Source: an optimization exercise on an open RTL-to-GDS flow (aim: small area, a short achievable clock period and few clock cycles per item). Production flows keep margins and buffers that such runs may drop. In this exercise RTL edits were held to simulation tests only and were not proved equivalent to the original. Power is estimated from default activity; no workload was simulated.

[design/flow/flow/run.sh]
#!/bin/bash
# The standard layout (standard.sh), with these changes of setting:
# - plain buffers (buf_2) on the input and output ports, not the delay
#   buffer that buffer_ports picks by default;
# - timing repair aimed at a setup slack of 22 ns, so that it works on the
#   paths of the period the design reaches, not only on the clock period;
# - clock tree from clkbuf_8 buffers, without dummy loads.
# The make output goes to standard.log; ORFS's own logs are under orfs/logs.
set -euo pipefail
bash standard.sh "BUFFER_PORTS_ARGS=-buffer_cell sky130_fd_sc_hd__buf_2" SETUP_SLACK_MARGIN=22 \
  "CTS_ARGS=-sink_clustering_enable -repair_clock_nets -buf_list sky130_fd_sc_hd__clkbuf_8 -dont_use_dummy_load -sink_clustering_size 40 -sink_clustering_max_diameter 200 -sink_clustering_levels 1 -distance_between_buffers 200" \
  finish > standard.log 2>&1
[design/flow/standard.sh]
#!/bin/bash
# synth_recipe.tcl (not shown) runs the flow's synth.tcl, then flattens the netlist and writes it again
# the make line also repeats each setting of config.mk as NAME=value (left out here)
make -C /OpenROAD-flow-scripts/flow DESIGN_CONFIG=/design/flow/config.mk WORK_HOME=/design/flow/orfs CLKGATE_MAP_FILE= SYNTH_SCRIPT=/design/flow/synth_recipe.tcl "${@:-finish}"
[design/flow/config.mk]
export PLATFORM = sky130hd
export DESIGN_NAME = securec_core
export DESIGN_NICKNAME = securec_core
export VERILOG_FILES = /design/flow/design.v
export SDC_FILE = /design/flow/constraint.sdc
export NUM_CORES = 4
export LEC_CHECK = 0
export ABC_AREA = 1
export CAP_MARGIN = 20
export CORE_MARGIN = 2
export CORE_UTILIZATION = 40
export SLEW_MARGIN = 20
[design/flow/constraint.sdc]
create_clock -name core_clock -period 38.0 [get_ports {clk}]
set_input_delay 7.6000 -clock core_clock [delete_from_list [all_inputs] [get_ports {clk}]]
set_output_delay 7.6000 -clock core_clock [all_outputs]
set_load 0.01 [all_outputs]
[design/flow/design.v]
module securec_core (
    input  wire       clk,
    input  wire       rst,       
    input  wire       we,        
    input  wire [4:0] addr,      
    input  wire [7:0] wdata,     
    output reg  [7:0] rdata,     
    output reg        trig       
);
    localparam [1:0] ST_FIN  = 2'd0;    
    localparam [1:0] ST_MZ   = 2'd1;    
    localparam [1:0] ST_SQR  = 2'd2;    
    localparam [1:0] ST_MUL  = 2'd3;    
    reg [1:0] st;
    reg       done;
    reg       err_mz;
    reg       err_ill;
    reg [7:0] res;        
    reg       tag_exp;    
    reg       one;        
    reg [7:0] ib0, ib1, ib2, ib3, ib4, ib5, ib6, ib7;
    function [16:0] add16;
        input [15:0] x;
        input [15:0] y;
        reg [15:0] g, p, G, P;
        begin
            g = x & y;
            p = x | y;
            G = g; P = p;
            G[1] = G[1] | (P[1] & G[0]); P[1] = P[1] & P[0];
            G[3] = G[3] | (P[3] & G[2]); P[3] = P[3] & P[2];
            G[5] = G[5] | (P[5] & G[4]); P[5] = P[5] & P[4];
            G[7] = G[7] | (P[7] & G[6]); P[7] = P[7] & P[6];
            G[9] = G[9] | (P[9] & G[8]); P[9] = P[9] & P[8];
            G[11] = G[11] | (P[11] & G[10]); P[11] = P[11] & P[10];
            G[13] = G[13] | (P[13] & G[12]); P[13] = P[13] & P[12];
            G[15] = G[15] | (P[15] & G[14]); P[15] = P[15] & P[14];
            G[2] = G[2] | (P[2] & G[1]); P[2] = P[2] & P[1];
            G[3] = G[3] | (P[3] & G[1]); P[3] = P[3] & P[1];
            G[6] = G[6] | (P[6] & G[5]); P[6] = P[6] & P[5];
            G[7] = G[7] | (P[7] & G[5]); P[7] = P[7] & P[5];
            G[10] = G[10] | (P[10] & G[9]); P[10] = P[10] & P[9];
            G[11] = G[11] | (P[11] & G[9]); P[11] = P[11] & P[9];
            G[14] = G[14] | (P[14] & G[13]); P[14] = P[14] & P[13];
            G[15] = G[15] | (P[15] & G[13]); P[15] = P[15] & P[13];
            G[4] = G[4] | (P[4] & G[3]); P[4] = P[4] & P[3];
            G[5] = G[5] | (P[5] & G[3]); P[5] = P[5] & P[3];
            G[6] = G[6] | (P[6] & G[3]); P[6] = P[6] & P[3];
            G[7] = G[7] | (P[7] & G[3]); P[7] = P[7] & P[3];
            G[12] = G[12] | (P[12] & G[11]); P[12] = P[12] & P[11];
            G[13] = G[13] | (P[13] & G[11]); P[13] = P[13] & P[11];
            G[14] = G[14] | (P[14] & G[11]); P[14] = P[14] & P[11];
            G[15] = G[15] | (P[15] & G[11]); P[15] = P[15] & P[11];
            G[8] = G[8] | (P[8] & G[7]); P[8] = P[8] & P[7];
            G[9] = G[9] | (P[9] & G[7]); P[9] = P[9] & P[7];
            G[10] = G[10] | (P[10] & G[7]); P[10] = P[10] & P[7];
            G[11] = G[11] | (P[11] & G[7]); P[11] = P[11] & P[7];
            G[12] = G[12] | (P[12] & G[7]); P[12] = P[12] & P[7];
            G[13] = G[13] | (P[13] & G[7]); P[13] = P[13] & P[7];
            G[14] = G[14] | (P[14] & G[7]); P[14] = P[14] & P[7];
            G[15] = G[15] | (P[15] & G[7]); P[15] = P[15] & P[7];
            add16[0] = x[0] ^ y[0];
            add16[15:1] = (x[15:1] ^ G[14:0]) ^ y[15:1];
            add16[16] = G[15];
        end
    endfunction
    function [15:0] mul8;
        input [7:0] a;
        input [7:0] b;
        reg [15:0] s, c;
        reg w1, w2, w3, w4, w5, w6, w7, w8, w9, w10, w11, w12, w13, w14, w15, w16, w17, w18, w19, w20, w21, w22, w23, w24, w25, w26, w27, w28, w29, w30, w31, w32, w33, w34, w35, w36, w37, w38, w39, w40, w41, w42, w43, w44, w45, w46, w47, w48, w49, w50, w51, w52, w53, w54, w55, w56, w57, w58, w59, w60, w61, w62, w63, w64, w65, w66, w67, w68, w69, w70, w71, w72, w73, w74, w75, w76, w77, w78, w79, w80, w81, w82, w83, w84;
        begin
            w1 = (a[0] & b[6]) ^ (a[1] & b[5]); w2 = (a[0] & b[6]) & (a[1] & b[5]);
            w3 = (a[0] & b[7]) ^ (a[1] & b[6]) ^ (a[2] & b[5]); w4 = ((a[0] & b[7]) & (a[1] & b[6])) | ((a[0] & b[7]) & (a[2] & b[5])) | ((a[1] & b[6]) & (a[2] & b[5]));
            w5 = (a[3] & b[4]) ^ (a[4] & b[3]); w6 = (a[3] & b[4]) & (a[4] & b[3]);
            w7 = (a[1] & b[7]) ^ (a[2] & b[6]) ^ (a[3] & b[5]); w8 = ((a[1] & b[7]) & (a[2] & b[6])) | ((a[1] & b[7]) & (a[3] & b[5])) | ((a[2] & b[6]) & (a[3] & b[5]));
            w9 = (a[4] & b[4]) ^ (a[5] & b[3]); w10 = (a[4] & b[4]) & (a[5] & b[3]);
            w11 = (a[2] & b[7]) ^ (a[3] & b[6]) ^ (a[4] & b[5]); w12 = ((a[2] & b[7]) & (a[3] & b[6])) | ((a[2] & b[7]) & (a[4] & b[5])) | ((a[3] & b[6]) & (a[4] & b[5]));
            w13 = (a[0] & b[4]) ^ (a[1] & b[3]); w14 = (a[0] & b[4]) & (a[1] & b[3]);
            w15 = (a[0] & b[5]) ^ (a[1] & b[4]) ^ (a[2] & b[3]); w16 = ((a[0] & b[5]) & (a[1] & b[4])) | ((a[0] & b[5]) & (a[2] & b[3])) | ((a[1] & b[4]) & (a[2] & b[3]));
            w17 = (a[3] & b[2]) ^ (a[4] & b[1]); w18 = (a[3] & b[2]) & (a[4] & b[1]);
            w19 = (a[2] & b[4]) ^ (a[3] & b[3]) ^ (a[4] & b[2]); w20 = ((a[2] & b[4]) & (a[3] & b[3])) | ((a[2] & b[4]) & (a[4] & b[2])) | ((a[3] & b[3]) & (a[4] & b[2]));
            w21 = (a[5] & b[1]) ^ (a[6] & b[0]) ^ w1; w22 = ((a[5] & b[1]) & (a[6] & b[0])) | ((a[5] & b[1]) & w1) | ((a[6] & b[0]) & w1);
            w23 = (a[5] & b[2]) ^ (a[6] & b[1]) ^ (a[7] & b[0]); w24 = ((a[5] & b[2]) & (a[6] & b[1])) | ((a[5] & b[2]) & (a[7] & b[0])) | ((a[6] & b[1]) & (a[7] & b[0]));
            w25 = w2 ^ w3 ^ w5; w26 = (w2 & w3) | (w2 & w5) | (w3 & w5);
            w27 = (a[6] & b[2]) ^ (a[7] & b[1]) ^ w4; w28 = ((a[6] & b[2]) & (a[7] & b[1])) | ((a[6] & b[2]) & w4) | ((a[7] & b[1]) & w4);
            w29 = w6 ^ w7 ^ w9; w30 = (w6 & w7) | (w6 & w9) | (w7 & w9);
            w31 = (a[5] & b[4]) ^ (a[6] & b[3]) ^ (a[7] & b[2]); w32 = ((a[5] & b[4]) & (a[6] & b[3])) | ((a[5] & b[4]) & (a[7] & b[2])) | ((a[6] & b[3]) & (a[7] & b[2]));
            w33 = w8 ^ w10 ^ w11; w34 = (w8 & w10) | (w8 & w11) | (w10 & w11);
            w35 = (a[3] & b[7]) ^ (a[4] & b[6]) ^ (a[5] & b[5]); w36 = ((a[3] & b[7]) & (a[4] & b[6])) | ((a[3] & b[7]) & (a[5] & b[5])) | ((a[4] & b[6]) & (a[5] & b[5]));
            w37 = (a[6] & b[4]) ^ (a[7] & b[3]) ^ w12; w38 = ((a[6] & b[4]) & (a[7] & b[3])) | ((a[6] & b[4]) & w12) | ((a[7] & b[3]) & w12);
            w39 = (a[4] & b[7]) ^ (a[5] & b[6]) ^ (a[6] & b[5]); w40 = ((a[4] & b[7]) & (a[5] & b[6])) | ((a[4] & b[7]) & (a[6] & b[5])) | ((a[5] & b[6]) & (a[6] & b[5]));
            w41 = (a[0] & b[3]) ^ (a[1] & b[2]); w42 = (a[0] & b[3]) & (a[1] & b[2]);
            w43 = (a[2] & b[2]) ^ (a[3] & b[1]) ^ (a[4] & b[0]); w44 = ((a[2] & b[2]) & (a[3] & b[1])) | ((a[2] & b[2]) & (a[4] & b[0])) | ((a[3] & b[1]) & (a[4] & b[0]));
            w45 = (a[5] & b[0]) ^ w14 ^ w15; w46 = ((a[5] & b[0]) & w14) | ((a[5] & b[0]) & w15) | (w14 & w15);
            w47 = w16 ^ w18 ^ w19; w48 = (w16 & w18) | (w16 & w19) | (w18 & w19);
            w49 = w20 ^ w22 ^ w23; w50 = (w20 & w22) | (w20 & w23) | (w22 & w23);
            w51 = w24 ^ w26 ^ w27; w52 = (w24 & w26) | (w24 & w27) | (w26 & w27);
            w53 = w28 ^ w30 ^ w31; w54 = (w28 & w30) | (w28 & w31) | (w30 & w31);
            w55 = w32 ^ w34 ^ w35; w56 = (w32 & w34) | (w32 & w35) | (w34 & w35);
            w57 = (a[7] & b[4]) ^ w36 ^ w38; w58 = ((a[7] & b[4]) & w36) | ((a[7] & b[4]) & w38) | (w36 & w38);
            w59 = (a[5] & b[7]) ^ (a[6] & b[6]) ^ (a[7] & b[5]); w60 = ((a[5] & b[7]) & (a[6] & b[6])) | ((a[5] & b[7]) & (a[7] & b[5])) | ((a[6] & b[6]) & (a[7] & b[5]));
            w61 = (a[0] & b[2]) ^ (a[1] & b[1]); w62 = (a[0] & b[2]) & (a[1] & b[1]);
            w63 = (a[2] & b[1]) ^ (a[3] & b[0]) ^ w41; w64 = ((a[2] & b[1]) & (a[3] & b[0])) | ((a[2] & b[1]) & w41) | ((a[3] & b[0]) & w41);
            w65 = w13 ^ w42 ^ w43; w66 = (w13 & w42) | (w13 & w43) | (w42 & w43);
            w67 = w17 ^ w44 ^ w45; w68 = (w17 & w44) | (w17 & w45) | (w44 & w45);
            w69 = w21 ^ w46 ^ w47; w70 = (w21 & w46) | (w21 & w47) | (w46 & w47);
            w71 = w25 ^ w48 ^ w49; w72 = (w25 & w48) | (w25 & w49) | (w48 & w49);
            w73 = w29 ^ w50 ^ w51; w74 = (w29 & w50) | (w29 & w51) | (w50 & w51);
            w75 = w33 ^ w52 ^ w53; w76 = (w33 & w52) | (w33 & w53) | (w52 & w53);
            w77 = w37 ^ w54 ^ w55; w78 = (w37 & w54) | (w37 & w55) | (w54 & w55);
            w79 = w39 ^ w56 ^ w57; w80 = (w39 & w56) | (w39 & w57) | (w56 & w57);
            w81 = w40 ^ w58 ^ w59; w82 = (w40 & w58) | (w40 & w59) | (w58 & w59);
            w83 = (a[6] & b[7]) ^ (a[7] & b[6]) ^ w60; w84 = ((a[6] & b[7]) & (a[7] & b[6])) | ((a[6] & b[7]) & w60) | ((a[7] & b[6]) & w60);
            s = 16'd0; c = 16'd0;
            s[0] = (a[0] & b[0]);
            s[1] = (a[0] & b[1]);
            c[1] = (a[1] & b[0]);
            s[2] = (a[2] & b[0]);
            c[2] = w61;
            s[3] = w62;
            c[3] = w63;
            s[4] = w64;
            c[4] = w65;
            s[5] = w66;
            c[5] = w67;
            s[6] = w68;
            c[6] = w69;
            s[7] = w70;
            c[7] = w71;
            s[8] = w72;
            c[8] = w73;
            s[9] = w74;
            c[9] = w75;
            s[10] = w76;
            c[10] = w77;
            s[11] = w78;
            c[11] = w79;
            s[12] = w80;
            c[12] = w81;
            s[13] = w82;
            c[13] = w83;
            s[14] = (a[7] & b[7]);
            c[14] = w84;
            mul8 = add16(s, c);
        end
    endfunction
    function [9:0] sub9;
        input [8:0] x;
        input [8:0] y;
        reg [8:0] g, p, G, P;
        begin
            g = x & y;
            p = x | y;
            G = g; P = p;
            G[0] = g[0] | p[0];
            G[1] = G[1] | (P[1] & G[0]); P[1] = P[1] & P[0];
            G[3] = G[3] | (P[3] & G[2]); P[3] = P[3] & P[2];
            G[5] = G[5] | (P[5] & G[4]); P[5] = P[5] & P[4];
            G[7] = G[7] | (P[7] & G[6]); P[7] = P[7] & P[6];
            G[2] = G[2] | (P[2] & G[1]); P[2] = P[2] & P[1];
            G[3] = G[3] | (P[3] & G[1]); P[3] = P[3] & P[1];
            G[6] = G[6] | (P[6] & G[5]); P[6] = P[6] & P[5];
            G[7] = G[7] | (P[7] & G[5]); P[7] = P[7] & P[5];
            G[4] = G[4] | (P[4] & G[3]); P[4] = P[4] & P[3];
            G[5] = G[5] | (P[5] & G[3]); P[5] = P[5] & P[3];
            G[6] = G[6] | (P[6] & G[3]); P[6] = P[6] & P[3];
            G[7] = G[7] | (P[7] & G[3]); P[7] = P[7] & P[3];
            G[8] = G[8] | (P[8] & G[7]); P[8] = P[8] & P[7];
            sub9[0] = ~(x[0] ^ y[0]);
            sub9[8:1] = (x[8:1] ^ G[7:0]) ^ y[8:1];
            sub9[9] = ~G[8];
        end
    endfunction
    function [7:0] modmul;
        input [7:0] a;
        input [7:0] b;
        input [7:0] n;
        reg [15:0] p;
        reg [9:0]  x, n3;
        reg [10:0] t1, t2, t3;
        reg [9:0]  u;
        begin
            p  = mul8(a, b);
            n3 = {2'b00, n} + {1'b0, n, 1'b0};
            x  = {2'b00, p[15:8]};
            u  = {1'b0, x[7:0], p[7]};
            t1[9:0] = sub9(u[8:0], ~{1'b0, n});
            x  = t1[9] ? u : {1'b0, t1[8:0]};
            u  = {1'b0, x[7:0], p[6]};
            t1[9:0] = sub9(u[8:0], ~{1'b0, n});
            x  = t1[9] ? u : {1'b0, t1[8:0]};
            u  = {1'b0, x[7:0], p[5]};
            t1[9:0] = sub9(u[8:0], ~{1'b0, n});
            x  = t1[9] ? u : {1'b0, t1[8:0]};
            u  = {1'b0, x[7:0], p[4]};
            t1[9:0] = sub9(u[8:0], ~{1'b0, n});
            x  = t1[9] ? u : {1'b0, t1[8:0]};
            u  = {1'b0, x[7:0], p[3]};
            t1[9:0] = sub9(u[8:0], ~{1'b0, n});
            x  = t1[9] ? u : {1'b0, t1[8:0]};
            u  = {1'b0, x[7:0], p[2]};
            t1[9:0] = sub9(u[8:0], ~{1'b0, n});
            x  = t1[9] ? u : {1'b0, t1[8:0]};
            u  = {1'b0, x[7:0], p[1]};
            t1[9:0] = sub9(u[8:0], ~{1'b0, n});
            x  = t1[9] ? u : {1'b0, t1[8:0]};
            u  = {1'b0, x[7:0], p[0]};
            t1[9:0] = sub9(u[8:0], ~{1'b0, n});
            x  = t1[9] ? u : {1'b0, t1[8:0]};
            modmul = x[7:0];
        end
    endfunction
    wire       cmd_write = we && (addr == 5'h00) && !trig;
    wire [7:0] mul_a     = !trig ? 8'd1 : (st[0] ? res : ib0);
    wire [7:0] mm        = modmul(mul_a, ib0, ib2);
    wire [7:0] cmp_or = (ib0 ^ 8'h69) | (ib1 ^ 8'h6E) | (ib2 ^ 8'h66) | (ib3 ^ 8'h69) |
                        (ib4 ^ 8'h6E) | (ib5 ^ 8'h65) | (ib6 ^ 8'h6F) | (ib7 ^ 8'h6E);
    wire ib_write = we && !trig && (addr[4:3] == 2'b10);
    wire [7:0] e_shr = {1'b0, ib1[7:1]};
    wire       b01   = (ib0[7:1] == 7'd0);    
    always @(posedge clk) begin
        if (ib_write) begin
            case (addr[2:0])
                3'd0: ib0 <= wdata;
                3'd1: ib1 <= wdata;
                3'd2: ib2 <= wdata;
                3'd3: ib3 <= wdata;
                3'd4: ib4 <= wdata;
                3'd5: ib5 <= wdata;
                3'd6: ib6 <= wdata;
                default: ib7 <= wdata;
            endcase
        end else if (cmd_write && wdata == 8'h01) begin
            ib0 <= mm;
            ib1 <= e_shr;
        end else if (trig && st == ST_SQR) begin
            ib0 <= mm;
            if (!ib1[0] || one) ib1 <= e_shr;
        end else if (trig && st == ST_MUL) begin
            ib1 <= e_shr;
        end
    end
    always @(posedge clk) begin
        if (rst) begin
            trig    <= 1'b0;
            done    <= 1'b0;
            err_mz  <= 1'b0;
            err_ill <= 1'b0;
        end else if (!trig) begin
            if (cmd_write) begin
                done    <= 1'b0;
                err_mz  <= 1'b0;
                err_ill <= 1'b0;
                if (wdata[7:2] != 6'd0) begin
                    err_ill <= 1'b1;
                end else begin
                    trig    <= 1'b1;
                    tag_exp <= !wdata[1];
                    st      <= ST_FIN;
                    case (wdata[1:0])
                        2'b00: res <= 8'h3E;
                        2'b01: begin
                            if (ib2 == 8'd0)
                                st <= ST_MZ;
                            else if (e_shr != 8'd0)
                                st <= ST_SQR;
                            res <= ib1[0] ? mm : 8'd1;
                            one <= !ib1[0];
                        end
                        2'b10: res <= {7'd0, cmp_or == 8'd0};
                        default: res <= cmp_or;
                    endcase
                end
            end
        end else begin
            case (st)
                ST_FIN: begin
                    trig <= 1'b0;
                    done <= 1'b1;
                end
                ST_MZ: begin
                    trig   <= 1'b0;
                    err_mz <= 1'b1;
                end
                ST_SQR: begin
                    if (b01) begin
                        if (one || !ib0[0]) res <= ib0;
                        trig <= 1'b0;
                        done <= 1'b1;
                    end else if (ib1[0]) begin
                        if (one) begin
                            res <= mm;
                            one <= 1'b0;
                            if (e_shr == 8'd0) begin
                                trig <= 1'b0;
                                done <= 1'b1;
                            end
                        end else begin
                            st <= ST_MUL;
                        end
                    end
                end
                default: begin
                    res <= mm;
                    if (e_shr == 8'd0 || b01) begin
                        trig <= 1'b0;
                        done <= 1'b1;
                    end else begin
                        st <= ST_SQR;
                    end
                end
            endcase
        end
    end
    always @(*) begin
        case (addr)
            5'h01:   rdata = {3'd0, err_ill, err_mz, err_ill | err_mz, done, trig};
            5'h02:   rdata = res;
            5'h03:   rdata = {6'b011100, tag_exp, 1'b0};
            default: rdata = 8'h00;
        endcase
    end
endmodule
==> results of run 1 <==
==> routing by layer <==
| metal | part of all wire | up-vias |
|---|---|---|
| met5 | 0 | - |
| met4 | 0.016 | 0 |
| met3 | 0.035 | 31 |
| met2 | 0.49 | 168 |
| met1 | 0.45 | 4037 |
| li1 | - | 4492 |
==> how the worst max path moves through the flow <==
stage | start | to | slack [ns]
floorplan | addr[3] | rdata[0] | 22.02
global placement | addr[2] | rdata[1] | 21.63
detailed placement | addr[2] | rdata[1] | 21.66
CTS | addr[2] | rdata[1] | 21.82
global route | addr[3] | rdata[1] | 21.77
finish | addr[3] | rdata[1] | 21.84
==> worst max-delay path, cell delays in order <==
cell and delay [ns]:
buf_6 0.09, nor2_2 0.08, inv_1 0.05, nor2_2 0.11
inv_2 0.09, nor2_4 0.17, inv_2 0.05, o211ai_1 0.16
buf_2 0.15
==> cells by family (layout without fill, tap and decap cells) <==
family                     Yosys count  in the layout  synth area share
and+or+nand+nor                    853            853            0.4124
adders and majority gates           66             66            0.1275
AOI/OAI and AO/OA                   97             97           0.06015
xor gates and xnor gates            30             30           0.02788
DFF                                 80             80            0.2507
buffers and inverters              286            302            0.1214
==> state kept, by name, indices dropped and copies added (netlist names) <==
name,count
done,1
err_ill,1
err_mz,1
ib0,8
ib1,8
ib2,8
ib3,8
ib4,8
ib5,8
ib6,8
ib7,8
one,1
res,8
st,2
tag_exp,1
trig,1
==> through the flow <==
step,util,power [mW],cell area [um^2],worst slack (ns)
4_1_cts,0.4279,0.7212,9985,21.82
2_1_floorplan,-,0.5673,9425,22.02
3_5_place_dp,0.4210,0.6713,9823,21.66
3_3_place_gp,0.4208,0.6657,9818,21.63
6_report,0.4299,0.7209,10030,21.84
5_1_grt,0.4299,0.8037,10030,21.77
==> layout make-up <==
| cell class | instances | area (um^2) |
|---|---|---|
| Timing Repair Buffer | 34 | 209.0 |
| Inverter | 259 | 972.2 |
| Fill cell | 2491 | 13300 |
| Multi-Input combinational cell | 1046 | 5962 |
| Clock buffer | 9 | 123.9 |
| Tap cell | 319 | 399.1 |
| Sequential cell | 80 | 2364 |
==> layout by cell type (no fill, tap or decap), types with 16 or more instances in the layout <==
| cell | instances |
|---|---|
| edfxtp_1 | 76 |
| xor2_1 | 16 |
| a21oi_1 | 35 |
| nand2_2 | 33 |
| buf_2 | 23 |
| inv_1 | 241 |
| ha_1 | 16 |
| fa_1 | 50 |
| nand3_1 | 150 |
| nand2_1 | 428 |
| nand4_1 | 36 |
| o21ai_0 | 24 |
| nor2_1 | 128 |
==> repair_timing <==
action                     in CTS  in global routing
setup endpoints to repair       8                 24
setup buffers                   1                  2
cloned                          0                  0
pin swaps                       5                  5
resized for setup              11                  9
==> power groups by stage <==
stage / Sequential (mW) / Clock [mW] / Combinational (mW)
floorplan: 0.120 / 0 / 0.448
global placement: 0.124 / 0 / 0.541
detailed placement: 0.124 / 0 / 0.547
CTS: 0.122 / 0.0484 / 0.550
global route: 0.123 / 0.0516 / 0.629
finish: 0.123 / 0.0473 / 0.551
==> reports/results.ini, run 1 <==
[timing]
finalSetupViolations=0
rsz0062_at_grt=true
final.min_clock_period_ns=16.16
fmax_ghz=0.06190
relSlewSlack=0.4207
timing.final.hold_violations=0
finalSetupTns_ns=0
fin_crit_sh=0.4252
worst_pin_slew_ns=0.8599
hold_ws_ns=0.4800
maxSlewViolCount=0
fin_skew_ns=0.01318

[worst_setup_path]
critPathLaunchType=primary input
worst-setup-path-type=primary input to output pin
reg2reg_depth=90
worstPathArrival_ns=8.56
worst_r2r_startpoint=trig
worst_ep_required_time_ns=30.40
regToRegSetupSlack_ns=23.54
endpoint_kind=output pin
rr_endpoint=res[5]
worstPathMaxFanout=3

[synthesis]
yosys.area.top_type_share=0.2422
ys_dominant_reg_cell=edfxtp_1
syn_area_um2=9423
seq_area_frac_synth=0.2507
synth_most_common_cell=nand2_1
syn_inst=1412
ys_top_cells_by_count=nand2_1, inv_1, nand3_1, nor2_1, edfxtp_1
synth_top_cell_by_area=edfxtp_1
synth_area_per_cell_um2=6.673
yosys_warnings=1
synth-async-reset-ratio=0
ys_top_cells_by_area=edfxtp_1, nand2_1, fa_1
synth-seq-cells=80
syn_nets=1494
synth_edf_count=76
synth.distinct_cells=51

[grt]
grt_pass1_wl_um=40830
antenna_found_initial=0
busiest_layer=met2
grt_max_degree=22
overflow=0
first_global_vias=8465
met3_usage=0.02643
gr-usage-met1=0.2646
grt_usage=0.2052
grtUsageMet2=0.3672

[power]
p_int_mw=0.3166
p_leak_nw=5.137
pwr-share-clk=0.066
combPwrFrac=0.764
p_sw_frac=0.5608
irDropWorstVdd_mv=0.05134
cellPowerDensity_nw_per_um2=71.88
seq_power_share=0.170
power_switching_mw=0.4043

[route]
wire_per_inst_um=13.83
vias=8728
wl_um=24170
drtIter0Drc=545
viasPerCell=4.996
drtPass1Iterations=5
ant_nets=0
post-route-drc-count=0

[clocking]
clk-insertion-delay-late_ns=0.35
cts_made_buffers=9
cts_max_path_buffers=2
clk_pin_slew_ns=0.06
cts_max_level=3
clock_sinks=80
holdBufCountCts=0
cts_tree=done
cts-root-buf=clkbuf_8

[floorplan]
fp.dieW_um=157.5
start_util=0.4039
rows=56
core_um2=23330
io_pins=25
die_y_um=157.5
dieArea_um2=24800

[hold_path]
hp-start=done
min_path_cells=2
hold_class=flop to flop
hold_path_end=done

[placed_design]
place_hpwl_um=19400
gp_congestion=0.8688
port_buffers=24
dp.cells=1735

[status]
status=complete, no violations

[finish]
nNetsFinal=1512
syn_to_final_growth_pct=6.440
fin_cells=1747
drive_gt1_frac=0.1043
n_antenna_cell=0

[run]
max-cap-violations=0

Testbench counts, summed over its fixed seeds: cycles 15,360, cmds 1,280.
==> run 2: changes to the inputs <==
--- a/design/flow/design.v
+++ b/design/flow/design.v
@@ -287,3 +287,3 @@
                     if (b01) begin
-                        if (one || !ib0[0]) res <= ib0;
+                        if (one || !ib0[0]) res <= mm;
                         trig <= 1'b0;
--- a/design/flow/flow/run.sh
+++ b/design/flow/flow/run.sh
@@ -9,4 +9,4 @@
 set -euo pipefail
-bash standard.sh "BUFFER_PORTS_ARGS=-buffer_cell sky130_fd_sc_hd__buf_2" SETUP_SLACK_MARGIN=22 \
-  "CTS_ARGS=-sink_clustering_enable -repair_clock_nets -buf_list sky130_fd_sc_hd__clkbuf_8 -dont_use_dummy_load -sink_clustering_size 40 -sink_clustering_max_diameter 200 -sink_clustering_levels 1 -distance_between_buffers 200" \
+bash standard.sh "BUFFER_PORTS_ARGS=-buffer_cell sky130_fd_sc_hd__buf_4" SETUP_SLACK_MARGIN=22 \
+  "CTS_ARGS=-sink_clustering_enable -repair_clock_nets -buf_list sky130_fd_sc_hd__clkbuf_8 -dont_use_dummy_load" \
   finish > standard.log 2>&1
==> reports/results.ini, run 2 <==
[synthesis]
syn_nets=1513  ; +1.3%
yosys_warnings=1  ; unchanged
synth-adder-area-share=0.1248  ; -0.002723
synth.distinct_cells=53  ; +3.9%
synth_top_cell_by_area=edfxtp_1
syn_inst=1433  ; +1.5%
syn_area_um2=9388  ; -0.37%
synth_area_per_cell_um2=6.551  ; -1.8%
synth-async-reset-ratio=0  ; unchanged
synth_top_family_by_area=simple AND/OR/NAND/NOR gates
synth_edf_count=76  ; unchanged
seq_area_frac_synth=0.2516  ; +0.0009356
ys_top_cells_by_area=edfxtp_1, nand2_1, inv_1
muxShareOfSynthArea=0  ; unchanged
yosys.area.top_type_share=0.2431  ; +0.0009038
yosys.area_share.simple=0.4233  ; +0.01087
ys_dominant_reg_cell=edfxtp_1
ys_top_cells_by_count=nand2_1, inv_1, nand3_1, nor2_1, edfxtp_1
synth-seq-cells=80  ; unchanged
synth_xor_area_frac=0.02612  ; -0.001762
synth_compound_area_frac=0.05211  ; -0.008039
synth_most_common_cell=nand2_1

[worst_setup_path]
worst-setup-path-type=primary input to output pin
rr_endpoint=res[5]
worstPathArrival_ns=8.49  ; -0.07 ns
endpoint_kind=output pin
worst_ep_required_time_ns=30.40  ; about the same
critPathLaunchType=primary input
critPathMostFrequentCell=nor2_4
slowest_delay_ns=0.15  ; -0.02 ns
cpMaxStageDelayCell=nor2_4
path_cells=buf_8, nor2_4, inv_2, nor2_4, inv_4, nor2_4, inv_2, o21ai_1, buf_4
regToRegSetupSlack_ns=23.92  ; +0.38 ns
reg2reg_depth=84  ; -6.7%
worst_r2r_startpoint=trig
worstPathMaxFanout=6  ; +3

[grt]
first_global_vias=8608  ; +1.7%
grt_max_degree=24  ; +9.1%
antenna_found_initial=0  ; unchanged
grt_pass1_wl_um=41060  ; +0.56%
overflow=0  ; unchanged
grt_usage=0.2065  ; +0.001322

[route]
vias=8921  ; +2.2%
wl_um=24800  ; +2.6%
wire_per_inst_um=13.84  ; about the same
viasPerCell=4.978  ; -0.36%
drtPass1Iterations=5  ; unchanged
drtIter0Drc=586  ; +7.5%
post-route-drc-count=0  ; unchanged
ant_nets=0  ; unchanged

[clocking]
cts_max_level=3  ; unchanged
cts_max_path_buffers=2  ; unchanged
cts-root-buf=clkbuf_8
clk_pin_slew_ns=0.08  ; +0.02 ns
clock_sinks=80  ; unchanged
cts_tree=done
cts_made_buffers=9  ; unchanged
clk-insertion-delay-late_ns=0.34  ; about the same

[floorplan]
rows=56  ; unchanged
fp.dieW_um=157.2  ; -0.18%
die_y_um=157.2  ; -0.18%
core_um2=23260  ; -0.30%
io_pins=25  ; unchanged
start_util=0.4036  ; about the same
dieArea_um2=24710  ; -0.36%

[placed_design]
gp_congestion=0.8916  ; +2.6%
place_hpwl_um=19610  ; +1.0%
port_buffers=24  ; unchanged

[status]
status=complete, no violations

[power]
power_mw=0.7186  ; -0.32%
irDropWorstVdd_mv=0.04611  ; -10%
p_leak_nw=5.364  ; +4.4%
cellPowerDensity_nw_per_um2=70.15  ; -2.4%

[hold_path]
min_path_cells=2  ; unchanged
hold_class=flop to flop
hp-start=err_mz
hold_path_end=err_mz

[timing]
relSlewSlack=0.4193  ; -0.001382
finalSetupTns_ns=0  ; unchanged
fin_skew_ns=0.02075  ; +0.007572 ns
hold_ws_ns=0.4780  ; -0.002045 ns
final.min_clock_period_ns=16.09  ; -0.06740 ns
fmax_ghz=0.06215  ; +0.42%
maxSlewViolCount=0  ; unchanged
fin_crit_sh=0.4234  ; -0.001774
worst_pin_slew_ns=0.8644  ; +0.004508 ns
rsz0062_at_grt=true
timing.final.hold_violations=0  ; unchanged
finalSetupViolations=0  ; unchanged

[finish]
mostFrequentLayoutCells=nand2_1, inv_1, nand3_1, nor2_1, edfxtp_1
n_antenna_cell=0  ; unchanged
drive_gt1_frac=0.09844  ; -0.005903
mostFrequentLayoutCell=nand2_1
nNetsFinal=1555  ; +2.8%
syn_to_final_growth_pct=9.129

[run]
max-cap-violations=0  ; unchanged

-- run 2: cells by family (layout without fill, tap and decap cells) --
family / Yosys count / in the layout
adders and majority gates: 65 / 65
buffers and inverters: 294 / 334
and+or+nand+nor: 886 / 886
DFF: 80 / 80
xor gates and xnor gates: 28 / 28
AOI/OAI and AO/OA: 80 / 80
-- run 2: worst max-delay path by stage --
stage          startpoint       end  slack, ns  cells past startpoint
2_1_floorplan     addr[3]  rdata[3]      22.05                      7
3_3_place_gp      addr[2]  rdata[3]      21.80                      9
3_5_place_dp      addr[2]  rdata[3]      21.76                      9
4_1_cts           addr[2]  rdata[3]      21.88                      9
5_1_grt           addr[2]  rdata[3]      21.84                      9
6_report          addr[2]  rdata[5]      21.91                      9
-- run 2: repair_timing --
item | CTS | global route
hold buffers | 0 | 0
buffers inserted | 21 | 1
setup endpoints to repair | 8 | 8
resized for setup | 9 | 6
pin swaps | 5 | 4
-- run 2: per-stage QoR --
step,util,instances,area (um^2),setup WS [ns]
2_1_floorplan,-,1433,9390,22.05
3_3_place_gp,0.4256,1761,9901,21.80
3_5_place_dp,0.4258,1761,9906,21.76
4_1_cts,0.4390,1791,10210,21.88
5_1_grt,0.4404,1792,10240,21.84
6_report,0.4404,1792,10240,21.91
-- run 2: final cells by class --
cell class                 count  area [um^2]
clock buffer                   9        123.9
fill                        2467        13020
inverter                     271         1020
multi-input combinational   1059         5923
sequential                    80         2362
tap                          319        399.1
timing repair buffer          54        416.7
-- run 2: routing by layer --
layer	global-route usage	vias up	share of wire
li1	-	4601	-
met1	0.2745	4099	0.47
met2	0.3637	192	0.48
met3	0.02203	29	0.046
met4	0.04286	0	0.011
met5	0	-	0
-- run 2: where the power goes --
| part | internal (mW) | switching [mW] | leakage, nW |
|---|---|---|---|
| logic | 0.178 | 0.371 | 4.58 |
| registers | 0.115 | 0.00829 | 0.723 |
| clock network | 0.0212 | 0.0257 | 0.0647 |
| total | 0.314 | 0.405 | 5.36 |
-- run 2: worst max-delay path: cells and delay by family --
family	cells	cell delay (ns)
AND/OR/NAND/NOR	3	0.37
buffers and inverters	5	0.41
AO/OA/AOI/OAI	1	0.11
Testbench counts of run 2, summed over its fixed seeds: cycles 15,360, cmds 1,280.
==> run 3: changes to the inputs <==
--- a/design/flow/flow/run.sh
+++ b/design/flow/flow/run.sh
@@ -9,3 +9,3 @@
 set -euo pipefail
-bash standard.sh "BUFFER_PORTS_ARGS=-buffer_cell sky130_fd_sc_hd__buf_4" SETUP_SLACK_MARGIN=22 \
+bash standard.sh "BUFFER_PORTS_ARGS=-buffer_cell sky130_fd_sc_hd__buf_1" SETUP_SLACK_MARGIN=22 \
   "CTS_ARGS=-sink_clustering_enable -repair_clock_nets -buf_list sky130_fd_sc_hd__clkbuf_8 -dont_use_dummy_load" \
==> reports/results.ini, run 3 <==
[synthesis]
synth-seq-cells=80  ; unchanged
ys_top_cells_by_area=edfxtp_1, nand2_1, inv_1
seq_area_frac_synth=0.2516  ; unchanged
ys_top_cells_by_count=nand2_1, inv_1, nand3_1, nor2_1, edfxtp_1
synth.distinct_cells=53  ; unchanged
synth-async-reset-ratio=0  ; unchanged
syn_nets=1513  ; unchanged
synth_area_per_cell_um2=6.551  ; unchanged
yosys_warnings=1  ; unchanged
synth_top_cell_by_area=edfxtp_1
synth_edf_count=76  ; unchanged
syn_area_um2=9388  ; unchanged
syn_inst=1433  ; unchanged
synth_most_common_cell=nand2_1
ys_dominant_reg_cell=edfxtp_1
yosys.area.top_type_share=0.2431  ; unchanged

[timing]
maxSlewViolCount=0  ; unchanged
worst_pin_slew_ns=0.8670  ; +0.002607 ns
timing.final.hold_violations=0  ; unchanged
fin_crit_sh=0.4234  ; about the same
relSlewSlack=0.4175  ; -0.001751
rsz0062_at_grt=true
final.min_clock_period_ns=16.09  ; -0.0001000 ns
finalSetupTns_ns=0  ; unchanged
fin_skew_ns=0.02188  ; +0.001129 ns
finalSetupViolations=0  ; unchanged
fmax_ghz=0.06215  ; about the same

[worst_setup_path]
worst-setup-path-type=primary input to output pin
worstPathMaxFanout=6  ; unchanged
worstPathArrival_ns=8.49  ; about the same
cpMaxStageDelayCell=nor2_4
crit_buf_inv=5  ; unchanged
path_cells=buf_8, nor2_2, inv_1, nor2_2, inv_2, nor2_4, inv_2, o21ai_1, buf_2
slowest_delay_ns=0.15  ; about the same
worst_ep_required_time_ns=30.40  ; about the same
endpoint_kind=output pin
critPathLaunchType=primary input
path_delay_family=buffers and inverters

[finish]
drive_gt1_frac=0.07766  ; -0.02078
nNetsFinal=1537  ; -1.2%
mostFrequentLayoutCells=nand2_1, inv_1, nand3_1, nor2_1, edfxtp_1
final_cell_area_um2=10020  ; -2.2%
syn_to_final_growth_pct=6.718
mostFrequentLayoutCell=nand2_1
fill_cells=2491  ; +0.97%
n_antenna_cell=0  ; unchanged

[clocking]
holdBufCountCts=0  ; unchanged
clock_sinks=80  ; unchanged
cts_made_buffers=9  ; unchanged
cts-root-buf=clkbuf_8
clk_pin_slew_ns=0.07  ; about the same
clk-insertion-delay-late_ns=0.34  ; about the same
cts_max_path_buffers=2  ; unchanged
cts_tree=done
cts_max_level=3  ; unchanged

[power]
irDropWorstVdd_mv=0.06045  ; +31%
p_leak_nw=5.211  ; -2.8%
cellPowerDensity_nw_per_um2=71.57  ; +2.0%

[route]
vias=8805  ; -1.3%
drtPass1Iterations=5  ; unchanged
post-route-drc-count=0  ; unchanged
wl_um=24360  ; -1.8%
drtIter0Drc=670  ; +14%
viasPerCell=4.963  ; -0.30%
wire_per_inst_um=13.73  ; -0.80%
ant_nets=0  ; unchanged

[grt]
grt_usage=0.2035  ; -0.002999
first_global_vias=8306  ; -3.5%
grt_pass1_wl_um=40430  ; -1.5%
overflow=0  ; unchanged
antenna_found_initial=0  ; unchanged
grt_max_degree=24  ; unchanged

[placed_design]
place_area_um2=9816  ; -0.91%
gp_congestion=0.8954  ; +0.43%
port_buffers=24  ; unchanged
place_hpwl_um=19540  ; -0.34%

[floorplan]
start_util=0.4036  ; unchanged
fp.dieW_um=157.2  ; unchanged
die_y_um=157.2  ; unchanged
core_um2=23260  ; unchanged
dieArea_um2=24710  ; unchanged
rows=56  ; unchanged
io_pins=25  ; unchanged

[status]
status=complete, no violations

[run]
max-cap-violations=0  ; unchanged

[hold_path]
hold_class=flop to flop

## run 3: final cells by class
cell class,count,area [um^2],area share
Clock buffer,9,123.9,0.01236
Inverter,271,1017,0.1015
Multi-Input combinational cell,1059,5913,0.5902
Sequential cell,80,2362,0.2358
Tap cell,319,399.1,0.03984
Timing Repair Buffer,36,202.7,0.02023
## run 3: logic make-up (layout without fill, tap and decap cells)
logic type               Yosys count  after routing  share of synthesized area
AND/OR/NAND/NOR                  886            886                     0.4233
buffers and inverters            294            316                     0.1221
AO/OA/AOI/OAI                     80             80                    0.05211
flip-flops                        80             80                     0.2516
adder cells (fa/ha/maj)           65             65                     0.1247
XOR/XNOR                          28             28                    0.02612
## run 3: final timing paths
check / startpoint / to / slack [ns] / depth (start not counted)
setup / recovery: addr[2] / rdata[5] / 21.91 / 9
hold reg to reg: err_mz / err_mz / 0.48 / 2
setup reg to reg: trig / res[5] / 24.03 / 84
hold / removal: err_mz / err_mz / 0.48 / 2
## run 3: power breakdown
part	internal (mW)	switching [mW]
Combinational	0.177	0.371
Clock	0.0212	0.0256
Sequential	0.115	0.00759
Total	0.313	0.404
## run 3: metal layers
layer | wire, um | part of all wire | track usage | up-vias
li1 | - | - | - | 4559
met5 | 0 | 0 | 0 | -
met4 | 537 | 0.022 | 0.05498 | 0
met2 | 11400 | 0.47 | 0.3485 | 178
met3 | 829 | 0.034 | 0.01459 | 39
met1 | 11590 | 0.48 | 0.2782 | 4029
## run 3: timing repair
action                                  in CTS  in global routing
gates resized for setup                     18                  4
buffers inserted                             0                  4
endpoints found under the setup margin       8                  8
pin swaps                                    4                  5
## run 3: worst min-delay path: stages, from the launching register on
cell and delay, ns:
dfxtp_1 0.32, nand2_1 0.06, a21oi_1 0.05
## run 3: metrics by stage
step	instances	setup slack, ns	util	hold slack [ns]	total power, mW
2_1_floorplan	1433	22.05	-	0.4332	0.5615
3_3_place_gp	1761	21.78	0.4217	0.4643	0.6629
3_5_place_dp	1761	21.73	0.4220	0.4587	0.6698
4_1_cts	1770	21.91	0.4288	0.4791	0.7185
5_1_grt	1774	21.81	0.4307	0.5081	0.7989
6_report	1774	21.91	0.4307	0.4807	0.7171
==> run 4: changes to the inputs <==
--- a/design/flow/flow/run.sh
+++ b/design/flow/flow/run.sh
@@ -9,3 +9,3 @@
 set -euo pipefail
-bash standard.sh "BUFFER_PORTS_ARGS=-buffer_cell sky130_fd_sc_hd__buf_1" SETUP_SLACK_MARGIN=22 \
+bash standard.sh "BUFFER_PORTS_ARGS=-buffer_cell sky130_fd_sc_hd__buf_2" \
   "CTS_ARGS=-sink_clustering_enable -repair_clock_nets -buf_list sky130_fd_sc_hd__clkbuf_8 -dont_use_dummy_load" \
==> reports/results.ini, run 4 <==
[clocking]
clk-insertion-delay-late_ns=0.34  ; about the same
post_cts_buffers=0  ; unchanged
clk_pin_slew_ns=0.07  ; about the same
cts_max_path_buffers=2  ; unchanged
cts-root-buf=clkbuf_8
cts_tree=done
clock_sinks=80  ; unchanged
holdBufCountCts=0  ; unchanged
cts_max_level=3  ; unchanged
cts_made_buffers=9  ; unchanged
ctsResizeCount=0  ; -18

[worst_setup_path]
crit_buf_inv=5  ; unchanged
worst-setup-path-type=primary input to output pin
worst_ep_required_time_ns=30.40  ; about the same
path_cells=buf_2, nor2_1, inv_1, nor2_1, inv_1, nor2_1, inv_1, o21ai_0, buf_2
worstPathMaxFanout=6  ; unchanged
reg2reg_depth=84  ; unchanged
worstPathArrival_ns=8.79  ; +0.30 ns
slowest_delay_ns=0.29  ; +0.14 ns
cpMaxStageDelayCell=nor2_1
critPathLaunchType=primary input
path_delay_family=buffers and inverters
endpoint_kind=output pin
worst_r2r_startpoint=trig
regToRegSetupSlack_ns=23.95  ; -0.08 ns
rr_endpoint=res[5]

[timing]
fmax_ghz=0.06100  ; -1.9%
hold_ws_ns=0.4744  ; -0.006239 ns
worst_pin_slew_ns=0.8371  ; -0.02989 ns
finalSetupViolations=0  ; unchanged
finalSetupTns_ns=0  ; unchanged
fin_crit_sh=0.4314  ; +0.007982
rsz0062_at_grt=false
fin_skew_ns=0.01523  ; -0.006652 ns
relSlewSlack=0.4376  ; +0.02008
timing.final.hold_violations=0  ; unchanged
final.min_clock_period_ns=16.39  ; +0.3033 ns
maxSlewViolCount=0  ; unchanged

[synthesis]
syn_area_um2=9388  ; unchanged
seq_area_frac_synth=0.2516  ; unchanged
synth_top_cell_by_area=edfxtp_1
yosys_warnings=1  ; unchanged
yosys.area.top_type_share=0.2431  ; unchanged
ys_top_cells_by_area=edfxtp_1, nand2_1, inv_1
syn_nets=1513  ; unchanged
synth.distinct_cells=53  ; unchanged
synth-seq-cells=80  ; unchanged
synth-async-reset-ratio=0  ; unchanged
synth_area_per_cell_um2=6.551  ; unchanged
synth_edf_count=76  ; unchanged
syn_inst=1433  ; unchanged
synth_most_common_cell=nand2_1
ys_top_cells_by_count=nand2_1, inv_1, nand3_1, nor2_1, edfxtp_1
ys_dominant_reg_cell=edfxtp_1

[finish]
nNetsFinal=1533  ; -0.26%
drive_gt1_frac=0.07926  ; +0.001592
mostFrequentLayoutCells=nand2_1, inv_1, nand3_1, nor2_1, edfxtp_1
mostFrequentLayoutCell=nand2_1
fin_cells=1771  ; -0.17%
syn_to_final_growth_pct=6.251
fill_cells=2502  ; +0.44%

[grt]
first_global_vias=8479  ; +2.1%
antenna_found_initial=1  ; +1
grt_usage=0.2057  ; +0.002236
grt_pass1_wl_um=41060  ; +1.5%
grt_max_degree=24  ; unchanged
overflow=0  ; unchanged

[route]
wire_per_inst_um=13.87  ; +1.0%
viasPerCell=4.978  ; +0.29%
ant_nets=0  ; unchanged
drtIter0Drc=680  ; +1.5%
vias=8816  ; +0.12%
wl_um=24570  ; +0.85%
drtPass1Iterations=5  ; unchanged
post-route-drc-count=0  ; unchanged

[run]
max-cap-violations=0  ; unchanged

[placed_design]
gp_congestion=0.8880  ; -0.83%
dp.cells=1761  ; unchanged
place_hpwl_um=19550  ; about the same
port_buffers=24  ; unchanged

[floorplan]
die_y_um=157.2  ; unchanged
rows=56  ; unchanged
core_um2=23260  ; unchanged
fp.dieW_um=157.2  ; unchanged
start_util=0.4036  ; unchanged
io_pins=25  ; unchanged
dieArea_um2=24710  ; unchanged

[power]
cellPowerDensity_nw_per_um2=71.80  ; +0.32%
irDropWorstVdd_mv=0.04799  ; -21%
power_mw=0.7162  ; -0.12%
p_leak_nw=5.228  ; +0.32%

[hold_path]
hold_class=flop to flop
hold_path_end=err_mz
hp-start=err_mz
min_path_cells=2  ; unchanged

[status]
status=complete, no violations

[run 4: layer usage]
metal / track usage / wire length [um] / vias to the layer above
met2: 0.3589 / 11640 / 177
met5: 0 / 0 / -
met3: 0.01624 / 925 / 32
met4: 0.04286 / 338 / 0
li1: - / - / 4550
met1: 0.2800 / 11660 / 4057
[run 4: worst reg2reg max path: cells and delay by family (launching register included)]
family	cells	cell delay, ns
AOI/OAI and AO/OA	5	0.74
xor gates and xnor gates	3	0.45
adders and majority gates	11	4.53
buffers and inverters	14	1.37
DFF	1	0.31
and+or+nand+nor	51	6.44
[run 4: cell type report]
| class | instances | area, um^2 | share of cell area |
|---|---|---|---|
| diodes | 1 | 2.502 | 0.0002509 |
| flip-flops and latches | 80 | 2362 | 0.2368 |
| inverters | 271 | 1017 | 0.1020 |
| well taps | 319 | 399.1 | 0.04002 |
| repair buffers | 32 | 180.2 | 0.01806 |
| clock buffers | 9 | 123.9 | 0.01242 |
| multi-input cells | 1059 | 5889 | 0.5904 |
[run 4: worst max-delay path by stage]
stage | cells after the start | slack, ns | endpoint | from
final | 9 | 21.61 | rdata[5] | addr[2]
after global routing | 9 | 21.48 | rdata[3] | addr[2]
after CTS | 9 | 21.67 | rdata[5] | addr[2]
after detailed placement | 9 | 21.66 | rdata[5] | addr[2]
after global placement | 9 | 21.72 | rdata[3] | addr[2]
after floorplan | 7 | 21.90 | rdata[3] | addr[3]
[run 4: where the power goes]
group | internal, mW | total (mW) | switching (mW)
Sequential | 0.115 | 0.123 | 0.00772
Combinational | 0.176 | 0.546 | 0.370
Clock | 0.0212 | 0.0476 | 0.0264
Total | 0.312 | 0.716 | 0.404
[run 4: logic make-up (layout without fill, tap and decap cells)]
kind of cell | Yosys count | after routing | share of synthesized area
other | 0 | 1 | 0
flip-flops | 80 | 80 | 0.2516
AND/OR/NAND/NOR | 886 | 886 | 0.4233
adder cells (fa/ha/maj) | 65 | 65 | 0.1247
AO/OA/AOI/OAI | 80 | 80 | 0.05211
XOR/XNOR | 28 | 28 | 0.02612
buffers and inverters | 294 | 312 | 0.1221
[run 4: per-stage QoR]
| stage | instance area (um^2) | setup slack, ns | utilization |
|---|---|---|---|
| 5_1_grt | 9972 | 21.48 | 0.4287 |
| 3_5_place_dp | 9843 | 21.66 | 0.4231 |
| 3_3_place_gp | 9838 | 21.72 | 0.4229 |
| 4_1_cts | 9967 | 21.67 | 0.4285 |
| 2_1_floorplan | 9388 | 21.90 | - |
| 6_report | 9975 | 21.61 | 0.4288 |
==> run 5: changes to the inputs <==
--- a/design/flow/flow/run.sh
+++ b/design/flow/flow/run.sh
@@ -9,3 +9,3 @@
 set -euo pipefail
-bash standard.sh "BUFFER_PORTS_ARGS=-buffer_cell sky130_fd_sc_hd__buf_2" \
+bash standard.sh "BUFFER_PORTS_ARGS=-buffer_cell sky130_fd_sc_hd__buf_2" SETUP_SLACK_MARGIN=22.5 \
   "CTS_ARGS=-sink_clustering_enable -repair_clock_nets -buf_list sky130_fd_sc_hd__clkbuf_8 -dont_use_dummy_load" \
==> reports/results.ini, run 5 <==
[timing]
relSlewSlack=0.4447  ; +0.007090
worst_pin_slew_ns=0.8242  ; -0.01290 ns
final.min_clock_period_ns=16.08  ; -0.3151 ns
fmax_ghz=0.06220  ; +2.0%
finalSetupTns_ns=0  ; unchanged
finalSetupViolations=0  ; unchanged
maxSlewViolCount=0  ; unchanged
timing.final.hold_violations=0  ; unchanged
fin_crit_sh=0.4231  ; -0.008292
setup_slack_ns=21.92  ; +0.3151 ns
fin_skew_ns=0.01466  ; -0.0005732 ns
rsz0062_at_grt=true

[route]
wire_per_inst_um=14.07  ; +1.5%
drtPass1Iterations=6  ; +1
ant_nets=0  ; unchanged
viasPerCell=5.059  ; +1.6%
vias=8970  ; +1.7%
drtIter0Drc=616  ; -9.4%
wl_um=24950  ; +1.6%
post-route-drc-count=0  ; unchanged

[clocking]
clk_pin_slew_ns=0.07  ; about the same
clock_sinks=80  ; unchanged
cts_tree=done
clk-insertion-delay-late_ns=0.35  ; about the same
cts_made_buffers=9  ; unchanged
holdBufCountCts=0  ; unchanged
cts_max_path_buffers=2  ; unchanged
cts-root-buf=clkbuf_8
cts_max_level=3  ; unchanged

[floorplan]
rows=56  ; unchanged
fp.dieW_um=157.2  ; unchanged
start_util=0.4036  ; unchanged
die_y_um=157.2  ; unchanged
dieArea_um2=24710  ; unchanged
io_pins=25  ; unchanged
core_um2=23260  ; unchanged

[finish]
syn_to_final_growth_pct=7.424
fill_cells=2516  ; +0.56%
nNetsFinal=1536  ; +0.20%
drive_gt1_frac=0.09285  ; +0.01359
n_antenna_cell=0  ; -1
mostFrequentLayoutCell=nand2_1
mostFrequentLayoutCells=nand2_1, inv_1, nand3_1, nor2_1, edfxtp_1

[power]
combPwrFrac=0.763  ; about the same
power_mw=0.7204  ; +0.59%
p_leak_nw=5.275  ; +0.91%
p_sw_frac=0.5659  ; +0.001659
seq_power_share=0.171  ; about the same
cellPowerDensity_nw_per_um2=71.44  ; -0.51%
p_int_mw=0.3127  ; +0.21%
power_switching_mw=0.4077  ; +0.89%
irDropWorstVdd_mv=0.06865  ; +43%
pwr-share-clk=0.066  ; about the same

[worst_setup_path]
critPathMostFrequentCell=nor2_4
path_delay_family=buffers and inverters
path_cells=buf_8, nor2_4, inv_2, nor2_4, inv_4, nor2_4, inv_2, o21ai_2, buf_2
worst-setup-path-type=primary input to output pin
regToRegSetupSlack_ns=24.22  ; +0.27 ns
cp-startpoint=addr[2]
critical_path_cell_count=9  ; unchanged
worst_ep_required_time_ns=30.40  ; about the same
endpoint_kind=output pin
worstPathArrival_ns=8.48  ; -0.31 ns
reg2reg_depth=84  ; unchanged
crit_buf_inv=5  ; unchanged
worstPathMaxFanout=6  ; unchanged
cpMaxStageDelayCell=nor2_4
cp-endpoint=rdata[3]
slowest_delay_ns=0.15  ; -0.14 ns
rr_endpoint=res[5]
worst_r2r_startpoint=trig
critPathLaunchType=primary input

[grt]
grtUsageMet2=0.3639  ; +0.004991
met3_usage=0.03056  ; +0.01432
busiest_layer=met2
grt_pass1_wl_um=42030  ; +2.4%
antenna_found_initial=0  ; -1
first_global_vias=8741  ; +3.1%
overflow=0  ; unchanged
grt_usage=0.2112  ; +0.005445
grt_max_degree=24  ; unchanged
gr-usage-met1=0.2798  ; about the same

[synthesis]
ys_top_cells_by_count=nand2_1, inv_1, nand3_1, nor2_1, edfxtp_1
synth_top_cell_by_area=edfxtp_1
syn_inst=1433  ; unchanged
yosys.area.top_type_share=0.2431  ; unchanged
syn_nets=1513  ; unchanged
synth.distinct_cells=53  ; unchanged
synth_area_per_cell_um2=6.551  ; unchanged
synth_edf_count=76  ; unchanged
synth-seq-cells=80  ; unchanged
seq_area_frac_synth=0.2516  ; unchanged
synth-async-reset-ratio=0  ; unchanged
synth_most_common_cell=nand2_1
syn_area_um2=9388  ; unchanged
yosys_warnings=1  ; unchanged
ys_top_cells_by_area=edfxtp_1, nand2_1, inv_1
ys_dominant_reg_cell=edfxtp_1

[placed_design]
place_hpwl_um=19760  ; +1.1%
dp_slack_ns=21.87  ; +0.2061 ns
port_buffers=24  ; unchanged
gp_congestion=0.8828  ; -0.59%

[hold_path]
hold_class=flop to flop

[run]
max-cap-violations=0  ; unchanged

[status]
status=complete, no violations

[run 5: cell count changes in the layout (fill, tap and decap cells not counted), sizes merged]
cell / previous run / this run
buf: 32 / 35
diode: 1 / 0
[run 5: power by group through the flow]
| stage | clock network (mW) | registers (mW) | logic [mW] |
|---|---|---|---|
| after floorplan | 0 | 0.120 | 0.441 |
| after global placement | 0 | 0.125 | 0.536 |
| after detailed placement | 0 | 0.125 | 0.545 |
| after CTS | 0.0481 | 0.123 | 0.548 |
| after global routing | 0.0515 | 0.123 | 0.627 |
| final | 0.0473 | 0.123 | 0.550 |
[run 5: how the worst min path moves through the flow]
stage,to,cells after the start,start,slack (ns)
final,err_mz,2,err_mz,0.49
after floorplan,err_mz,2,err_mz,0.43
after global routing,err_mz,2,err_mz,0.51
after CTS,err_mz,2,err_mz,0.49
after detailed placement,err_mz,2,err_mz,0.47
after global placement,err_mz,2,err_mz,0.47
[run 5: routing by layer]
metal	up-vias	wire [um]	share of wire
met5	-	0	0
met4	0	442	0.018
met3	34	1176	0.047
met2	188	11740	0.47
met1	4190	11590	0.46
li1	4558	-	-
[run 5: kinds of logic after synthesis]
group,count (synthesis),share of synthesized area
AND/OR/NAND/NOR,886,0.4233
AO/OA/AOI/OAI,80,0.05211
flip-flops,80,0.2516
buffers and inverters,294,0.1221
XOR/XNOR,28,0.02612
adder cells (fa/ha/maj),65,0.1247
[run 5: tightest hold or removal path, stage by stage, from the launching register on]
cell     delay (ns)
dfxtp_1        0.32
nand2_1        0.06
a21oi_1        0.05
[run 5: area by class of cell]
| class | count | area, um^2 | area share |
|---|---|---|---|
| clock buffer | 9 | 123.9 | 0.01228 |
| inverter | 271 | 1020 | 0.1011 |
| multi-input combinational | 1059 | 5954 | 0.5904 |
| sequential | 80 | 2362 | 0.2342 |
| tap | 319 | 399.1 | 0.03958 |
| timing repair buffer | 35 | 225.2 | 0.02233 |
[run 5: what timing repair did]
item,CTS,global route
pin swaps,5,3
setup endpoints to repair,8,9
gates resized for setup,7,4
buffers inserted,2,1
[run 5: per-stage QoR]
stage	instance area, um^2	instances	hold slack, ns	util
after floorplan	9435	1433	0.4332	-
after global placement	9886	1761	0.4653	0.4250
after detailed placement	9886	1761	0.4669	0.4250
after CTS	10050	1772	0.4852	0.4321
after global routing	10080	1773	0.5087	0.4335
final	10080	1773	0.4860	0.4335
==> run 6: changes to the inputs <==
--- a/design/flow/flow/run.sh
+++ b/design/flow/flow/run.sh
@@ -9,3 +9,3 @@
 set -euo pipefail
-bash standard.sh "BUFFER_PORTS_ARGS=-buffer_cell sky130_fd_sc_hd__buf_2" SETUP_SLACK_MARGIN=22.5 \
+bash standard.sh "BUFFER_PORTS_ARGS=-buffer_cell sky130_fd_sc_hd__buf_2" SETUP_SLACK_MARGIN=23.5 \
   "CTS_ARGS=-sink_clustering_enable -repair_clock_nets -buf_list sky130_fd_sc_hd__clkbuf_8 -dont_use_dummy_load" \
==> reports/results.ini, run 6 <==
[synthesis]
yosys_warnings=1  ; unchanged
ys_top_cells_by_count=nand2_1, inv_1, nand3_1, nor2_1, edfxtp_1
synth_area_per_cell_um2=6.551  ; unchanged
syn_inst=1433  ; unchanged
synth-seq-cells=80  ; unchanged
synth-async-reset-ratio=0  ; unchanged
syn_area_um2=9388  ; unchanged
synth_top_cell_by_area=edfxtp_1
synth.distinct_cells=53  ; unchanged
synth_most_common_cell=nand2_1
seq_area_frac_synth=0.2516  ; unchanged
ys_top_cells_by_area=edfxtp_1, nand2_1, inv_1
syn_nets=1513  ; unchanged
yosys.area.top_type_share=0.2431  ; unchanged
ys_dominant_reg_cell=edfxtp_1
synth_edf_count=76  ; unchanged

[hold_path]
hold_class=flop to flop
min_path_cells=2  ; unchanged

[clocking]
cts_max_level=3  ; unchanged
clk_pin_slew_ns=0.07  ; about the same
holdBufCountCts=0  ; unchanged
clock_sinks=80  ; unchanged
clk-insertion-delay-late_ns=0.35  ; about the same
cts_made_buffers=9  ; unchanged
cts-root-buf=clkbuf_8
cts_tree=done
cts_max_path_buffers=2  ; unchanged

[grt]
grt_pass1_wl_um=42030  ; unchanged
grt_usage=0.2112  ; unchanged
antenna_found_initial=0  ; unchanged
first_global_vias=8741  ; unchanged
overflow=0  ; unchanged
grt_max_degree=24  ; unchanged

[power]
irDropWorstVdd_mv=0.06905  ; +0.57%
power_switching_mw=0.4093  ; +0.39%
seq_power_share=0.171  ; about the same
cellPowerDensity_nw_per_um2=70.74  ; -0.97%
combPwrFrac=0.764  ; about the same
p_sw_frac=0.5663  ; about the same
p_leak_nw=5.339  ; +1.2%
p_int_mw=0.3134  ; +0.22%
power_mw=0.7227  ; +0.32%
pwr-share-clk=0.065  ; about the same

[finish]
n_antenna_cell=0  ; unchanged
mostFrequentLayoutCells=nand2_1, inv_1, nand3_1, nor2_1, edfxtp_1
nNetsFinal=1548  ; +0.78%
drive_gt1_frac=0.1037  ; +0.01084
mostFrequentLayoutCell=nand2_1
syn_to_final_growth_pct=8.823
final_core_util=0.4392  ; +0.005647

[timing]
worst_pin_slew_ns=0.7954  ; -0.02878 ns
rsz0062_at_grt=true
fmax_ghz=0.06219  ; about the same
finalSetupTns_ns=0  ; unchanged
hold_ws_ns=0.4872  ; +0.001135 ns
timing.final.hold_violations=0  ; unchanged
finalSetupViolations=0  ; unchanged
maxSlewViolCount=0  ; unchanged
fin_crit_sh=0.4232  ; about the same
relSlewSlack=0.4678  ; +0.02303
final.min_clock_period_ns=16.08  ; +0.003700 ns
fin_skew_ns=0.01487  ; +0.0002134 ns

[route]
wl_um=25050  ; +0.38%
drtPass1Iterations=5  ; -1
post-route-drc-count=0  ; unchanged
ant_nets=0  ; unchanged
viasPerCell=5.052  ; -0.14%
drtIter0Drc=670  ; +8.8%
wire_per_inst_um=14.03  ; -0.29%
vias=9018  ; +0.54%

[worst_setup_path]
worst-setup-path-type=primary input to output pin
rr_endpoint=res[5]
regToRegSetupSlack_ns=24.76  ; +0.54 ns
worst_r2r_startpoint=st[0]
cp-endpoint=rdata[3]
worstPathArrival_ns=8.48  ; about the same
endpoint_kind=output pin
cp-startpoint=addr[2]
worst_ep_required_time_ns=30.40  ; about the same
worstPathMaxFanout=6  ; unchanged
reg2reg_depth=81  ; -3.6%
critPathLaunchType=primary input

[floorplan]
dieArea_um2=24710  ; unchanged
core_um2=23260  ; unchanged
rows=56  ; unchanged
die_y_um=157.2  ; unchanged
start_util=0.4036  ; unchanged
fp.dieW_um=157.2  ; unchanged
io_pins=25  ; unchanged

[placed_design]
port_buffers=24  ; unchanged
gp_congestion=0.8828  ; unchanged
place_hpwl_um=19760  ; unchanged

[run]
max-cap-violations=0  ; unchanged

[status]
status=complete, no violations

==> run 6: cell type report <==
type | instances | area, um^2
fillers | 2502 | 13050
repair buffers | 47 | 322.8
multi-input cells | 1059 | 5984
well taps | 319 | 399.1
inverters | 271 | 1023
clock buffers | 9 | 123.9
flip-flops and latches | 80 | 2362
==> run 6: worst min path at each step <==
stage | start | endpoint | slack (ns)
6_report | err_mz | err_mz | 0.49
5_1_grt | err_mz | err_mz | 0.51
4_1_cts | err_mz | err_mz | 0.49
3_5_place_dp | err_mz | err_mz | 0.47
3_3_place_gp | err_mz | err_mz | 0.47
2_1_floorplan | err_mz | err_mz | 0.43
==> run 6: logic make-up (layout without fill, tap and decap cells) <==
group | after synthesis | count (layout) | share of synthesized area
DFF | 80 | 80 | 0.2516
AOI/OAI and AO/OA | 80 | 80 | 0.05211
and+or+nand+nor | 886 | 886 | 0.4233
xor gates and xnor gates | 28 | 28 | 0.02612
buffers and inverters | 294 | 327 | 0.1221
adders and majority gates | 65 | 65 | 0.1247
==> run 6: power groups by stage <==
stage | Combinational, mW | Sequential, mW | Clock [mW]
2_1_floorplan | 0.441 | 0.120 | 0
3_3_place_gp | 0.536 | 0.125 | 0
3_5_place_dp | 0.545 | 0.125 | 0
4_1_cts | 0.548 | 0.123 | 0.0481
5_1_grt | 0.628 | 0.124 | 0.0513
6_report | 0.552 | 0.123 | 0.0472
==> run 6: repair_timing <==
item | CTS | global route
endpoints found under the setup margin | 8 | 24
pin swaps | 5 | 4
buffers inserted | 2 | 13
gates resized for setup | 7 | 16
==> run 6: through the flow <==
step | setup slack (ns) | cell area, um^2 | instances
2_1_floorplan | 22.16 | 9435 | 1433
6_report | 21.92 | 10220 | 1785
4_1_cts | 21.91 | 10050 | 1772
3_3_place_gp | 21.91 | 9886 | 1761
5_1_grt | 21.87 | 10220 | 1785
3_5_place_dp | 21.87 | 9886 | 1761
==> run 6: worst max-delay path, stage by stage <==
cell and delay, ns:
buf_8 0.10, nor2_4 0.09, inv_2 0.05, nor2_4 0.10, inv_4 0.06, nor2_4 0.15
inv_2 0.08, o21ai_2 0.11, buf_2 0.14
==> run 6: layer usage <==
layer,part of all wire,GRT usage
met3,0.054,0.03056
met4,0.017,0.05022
met2,0.47,0.3639
met1,0.46,0.2798
met5,0,0

-- separate check: timing with driven ports --
No port has a modelled driver above. Below, the same layouts with a new extraction and two added sets of constraints.
Step 1 assumes that a clkbuf_16 drives the clock port and a buf_2 every other input.
Step 2 adds t to the input delays and takes it off the output delays; t is the mean of the earliest and latest rising clock arrival at the registers after step 1. Input paths then give back, and output paths get back, about the clock's delay inside the block.
Three values: no drivers, after step 1, after step 2; two values: the first two.
run	t, ns	setup WS [ns]	latest minus earliest clock arrival (ns)	worst slew at a driven data input, ns	cell pins on the clock port's net
run 1	0.378	21.844 / 21.809 / 21.809	0.013 / 0.014	0.05	1
run 2	0.363	21.911 / 21.871 / 21.871	0.021 / 0.021	0.06	1
run 3	0.364	21.911 / 21.867 / 21.867	0.023 / 0.023	0.06	1
run 4	0.365	21.608 / 21.590 / 21.590	0.018 / 0.017	0.03	1
run 5	0.372	21.923 / 21.885 / 21.885	0.015 / 0.015	0.05	1
run 6	0.371	21.919 / 21.882 / 21.882	0.015 / 0.016	0.05	1
After both steps every run listed still meets setup and hold. For run 3, which loses most, drivers alone change the setup slack by -0.044 ns; drivers and shift together by -0.044 ns.
